This is an optimization exercise on Yosys and OpenROAD, whose aim is small area, a short achievable clock period and few clock cycles, not a production implementation.
Power and IR drop assume default switching activity.

==> flow/design.v <==
module barker_xcorr (
    input  wire               clk,
    input  wire               rst,           
    input  wire [3:0]         cfg_hdr,       
    input  wire [1:0]         cfg_mod,       
    input  wire [17:0]        cfg_trig,      
    input  wire [15:0]        cfg_hitcap,    
    input  wire               in_valid,
    output reg                in_ready,
    input  wire               in_last,
    input  wire signed [7:0]  in_re,
    input  wire signed [7:0]  in_im,
    output reg                hr_valid,
    output wire [16:0]        hr_idx,
    output reg  signed [17:0] hr_val,
    output reg                hi_valid,
    output wire [16:0]        hi_idx,
    output reg  signed [17:0] hi_val,
    output reg                done,
    output wire [15:0]        nhr,
    output wire [15:0]        nhi,
    output wire               hitovf,
    output reg                desync
);
    integer k;
    reg        h3, h2;           
    reg        mod0, mod2;
    reg [17:0] trig_q;
    reg [15:0] cap_q;
    always @(posedge clk) begin
        h3     <= cfg_hdr[3];
        h2     <= cfg_hdr[2];
        mod0   <= (cfg_mod == 2'd0);
        mod2   <= cfg_mod[1];
        trig_q <= cfg_trig;
        cap_q  <= cfg_hitcap;
    end
    wire is7  = !h3;
    wire is11 = !h2;
    wire is13 = h3 & h2;
    wire [3:0] m_minus1 = is13 ? 4'd12 : (is11 ? 4'd10 : 4'd6);
    reg [7:0] rre [0:12];
    reg [7:0] rim [0:12];
    reg        inframe;    
    reg        tail;       
    reg [3:0]  z;          
    reg [3:0]  r;          
    wire accept = in_valid & in_ready;
    wire [7:0] w0_re = accept ? in_re : (inframe ? rre[12] : 8'd0);
    wire [7:0] w0_im = accept ? in_im : (inframe ? rim[12] : 8'd0);
    always @(posedge clk) begin
        rre[0] <= w0_re;
        rim[0] <= w0_im;
        for (k = 1; k < 13; k = k + 1) begin
            rre[k] <= rre[k-1];
            rim[k] <= rim[k-1];
        end
    end
    wire [3:0] z_inc   = (z == 4'd15) ? 4'd15 : z + 4'd1;
    wire       tail_end = tail & (z_inc == m_minus1);
    wire       inframe_nx = accept ? !in_last : inframe;
    wire       tail_nx    = accept ? in_last  : (tail & !tail_end);
    wire [3:0] z_nx       = accept ? 4'd0 : (inframe ? z : z_inc);
    wire [3:0] r_nx       = (accept | !inframe) ? 4'd0 : ((r == 4'd12) ? 4'd0 : r + 4'd1);
    reg v1, fin1, first1;
    always @(posedge clk) begin
        if (rst) begin
            inframe  <= 1'b0;
            tail     <= 1'b0;
            z        <= 4'd0;
            r        <= 4'd0;
            in_ready <= 1'b0;
            v1       <= 1'b0;
            fin1     <= 1'b0;
            first1   <= 1'b0;
        end else begin
            inframe  <= inframe_nx;
            tail     <= tail_nx;
            z        <= z_nx;
            r        <= r_nx;
            in_ready <= !tail_nx & (inframe_nx ? (r_nx == 4'd0) : (z_nx >= 4'd12));
            v1       <= accept | tail;
            fin1     <= tail_end;
            first1   <= accept & !inframe;
        end
    end
    wire n0 = !is13;           
    wire n1 = is13;
    wire n5 = is11;
    wire n6 = !is7;
    wire e7 = !is7;            
    wire e11 = is13;           
    function [7:0] bias;       
        input [7:0] x;
        bias = {~x[7], x[6:0]};
    endfunction
    wire [11:0] kconst = is13 ? 12'd2436 : (is11 ? 12'd2694 : 12'd3203);
    function [11:0] tree;
        input [103:0] t;       
        input n0, n1, n5, n6, e7, e11;
        input [11:0] kc;
        reg [7:0] u0, u1, u2, u3, u4, u5, u6, u7, u8, u9, u10, u11, u12;
        begin
            u0  = bias(t[  0 +: 8] ^ {8{n0}});
            u1  = bias(t[  8 +: 8] ^ {8{n1}});
            u2  = bias(t[ 16 +: 8] ^ {8{n0}});
            u3  = bias(~t[ 24 +: 8]);
            u4  = bias(t[ 32 +: 8]);
            u5  = bias(t[ 40 +: 8] ^ {8{n5}});
            u6  = bias(t[ 48 +: 8] ^ {8{n6}});
            u7  = bias(~t[ 56 +: 8]) & {8{e7}};
            u8  = bias(t[ 64 +: 8]) & {8{e7}};
            u9  = bias(t[ 72 +: 8]) & {8{e7}};
            u10 = bias(t[ 80 +: 8]) & {8{e7}};
            u11 = bias(t[ 88 +: 8]) & {8{e11}};
            u12 = bias(t[ 96 +: 8]) & {8{e11}};
            tree = u0 + u1 + u2 + u3 + u4 + u5 + u6 + u7 + u8 + u9 + u10 + u11 + u12 + kc;
        end
    endfunction
    wire [103:0] tre, tim;
    genvar g;
    generate
        for (g = 0; g < 13; g = g + 1) begin : g_taps
            assign tre[8*g +: 8] = rre[g];
            assign tim[8*g +: 8] = rim[g];
        end
    endgenerate
    wire [11:0] sum_re = tree(tre, n0, n1, n5, n6, e7, e11, kconst);
    wire [11:0] sum_im = tree(tim, n0, n1, n5, n6, e7, e11, kconst);
    reg [11:0] s_re, s_im;
    reg        v2, fin2, first2;
    always @(posedge clk) begin
        s_re <= sum_re;
        s_im <= sum_im & {12{!mod2}};
        if (rst) begin
            v2     <= 1'b0;
            fin2   <= 1'b0;
            first2 <= 1'b0;
        end else begin
            v2     <= v1;
            fin2   <= v1 & fin1;
            first2 <= first1;
        end
    end
    function [17:0] scale;
        input [11:0] s;
        input m0;
        reg [17:0] se, a, b, c;
        begin
            se = {{6{s[11]}}, s};
            a  = m0 ? (se << 3) : (se << 5);
            b  = (se << 1) ^ {18{!m0}};
            c  = m0 ? se : 18'd1;
            scale = a + b + c;
        end
    endfunction
    function hit;
        input [17:0] c;
        input sgn;
        input [17:0] t;
        reg [18:0] d;
        begin
            d = {1'b0, c ^ {18{sgn}}} + {1'b0, ~t} + {18'd0, sgn} + 19'd1;
            hit = d[18];
        end
    endfunction
    wire [17:0] c_re = scale(s_re, mod0);
    wire [17:0] c_im = scale(s_im, mod0);
    wire trig_re = hit(c_re, s_re[11], trig_q);
    wire trig_im = hit(c_im, s_im[11], trig_q);
    reg  [15:0] cnt_r, cnt_i;
    reg         ovf;
    reg  [16:0] idx;
    reg         fin3;
    wire [15:0] base_r = first2 ? 16'd0 : cnt_r;
    wire [15:0] base_i = first2 ? 16'd0 : cnt_i;
    wire lt_r = base_r < cap_q;
    wire lt_i = base_i < cap_q;
    wire rec_re = trig_re & lt_r;
    wire rec_im = trig_im & lt_i;
    wire drop   = (trig_re & !lt_r) | (trig_im & !lt_i);
    always @(posedge clk) begin
        hr_val <= c_re;
        hi_val <= c_im;
        if (v2) begin
            cnt_r <= base_r + {15'd0, rec_re};
            cnt_i <= base_i + {15'd0, rec_im};
            ovf   <= (!first2 & ovf) | drop;
            idx   <= first2 ? 17'd0 : idx + 17'd1;
        end
        desync <= !mod2 & (cnt_r != cnt_i);
        if (rst) begin
            hr_valid <= 1'b0;
            hi_valid <= 1'b0;
            fin3     <= 1'b0;
            done     <= 1'b0;
        end else begin
            hr_valid <= v2 & rec_re;
            hi_valid <= v2 & rec_im;
            fin3     <= v2 & fin2;
            done     <= fin3;
        end
    end
    assign hr_idx = idx;
    assign hi_idx = idx;
    assign nhr    = cnt_r;
    assign nhi    = cnt_i;
    assign hitovf = ovf;
endmodule
clock: 22.0 ns
lec_check: 0
cap_margin: 20
core_margin: 2
core_utilization: 40
slew_margin: 20
run.sh (not shown) runs the stock make flow with config.mk's settings and CLKGATE_MAP_FILE= SYNTH_SCRIPT=/design/flow/synth_recipe.tcl, a recipe that flattens the netlist after the stock synthesis.
Next try:
==> flow/flow/run.sh (new file) <==
#!/bin/bash
# Standard ORFS layout; repair_timing aims for 15 ns of setup slack.
set -euo pipefail
bash standard.sh SETUP_SLACK_MARGIN=15 finish > standard_flow.log 2>&1
==> flow/standard.sh (new file) <==
#!/bin/bash
# synth_recipe.tcl (not shown) runs the flow's synth.tcl, then flattens the netlist and writes it again
# the make line also repeats each setting of config.mk as NAME=value (left out here)
make -C /OpenROAD-flow-scripts/flow DESIGN_CONFIG=/design/flow/config.mk WORK_HOME=/design/flow/orfs CLKGATE_MAP_FILE= SYNTH_SCRIPT=/design/flow/synth_recipe.tcl "${@:-finish}"
removed: flow/run.sh
Result:
- final area went up by 2.6%
- core utilization rose by 1.2 points
- first-iteration DRC count increases by 9.8%
- global-route usage is about the same
- power grows by 6.3%
- worst setup slack improves by 1.2 ns
- routed wire length rises by 4.1%
- die area is unchanged
- clock skew came out lower by 0.0063 ns
- via count goes up by 0.59%
- non-clock buffer count came out higher by 18
No run of this note included a check of the RTL's function; only the layout flow was run.

afterwards: timing with drivers on the ports:
The results above use ideal ports. As a check the final layouts listed here were re-extracted and re-timed, cells and wires unchanged.
Step 1 assumes that a clkbuf_16 drives the clock port and a buf_2 every other input.
Step 2 also shifts input and output timing later by t, the mid clock arrival at the registers, as if the neighbouring blocks saw the same clock.
a / b / c = ideal / step 1 / step 2; a / b = the first two.
| run | t (ns) | slack for setup (ns) | worst slew at a driven data input, ns |
|---|---|---|---|
| the first run | 0.618 | 14.076 / 14.076 / 14.076 | 0.04 |
| the second run | 0.627 | 15.310 / 15.310 / 15.310 | 0.06 |
After both steps every run listed still meets setup and hold.
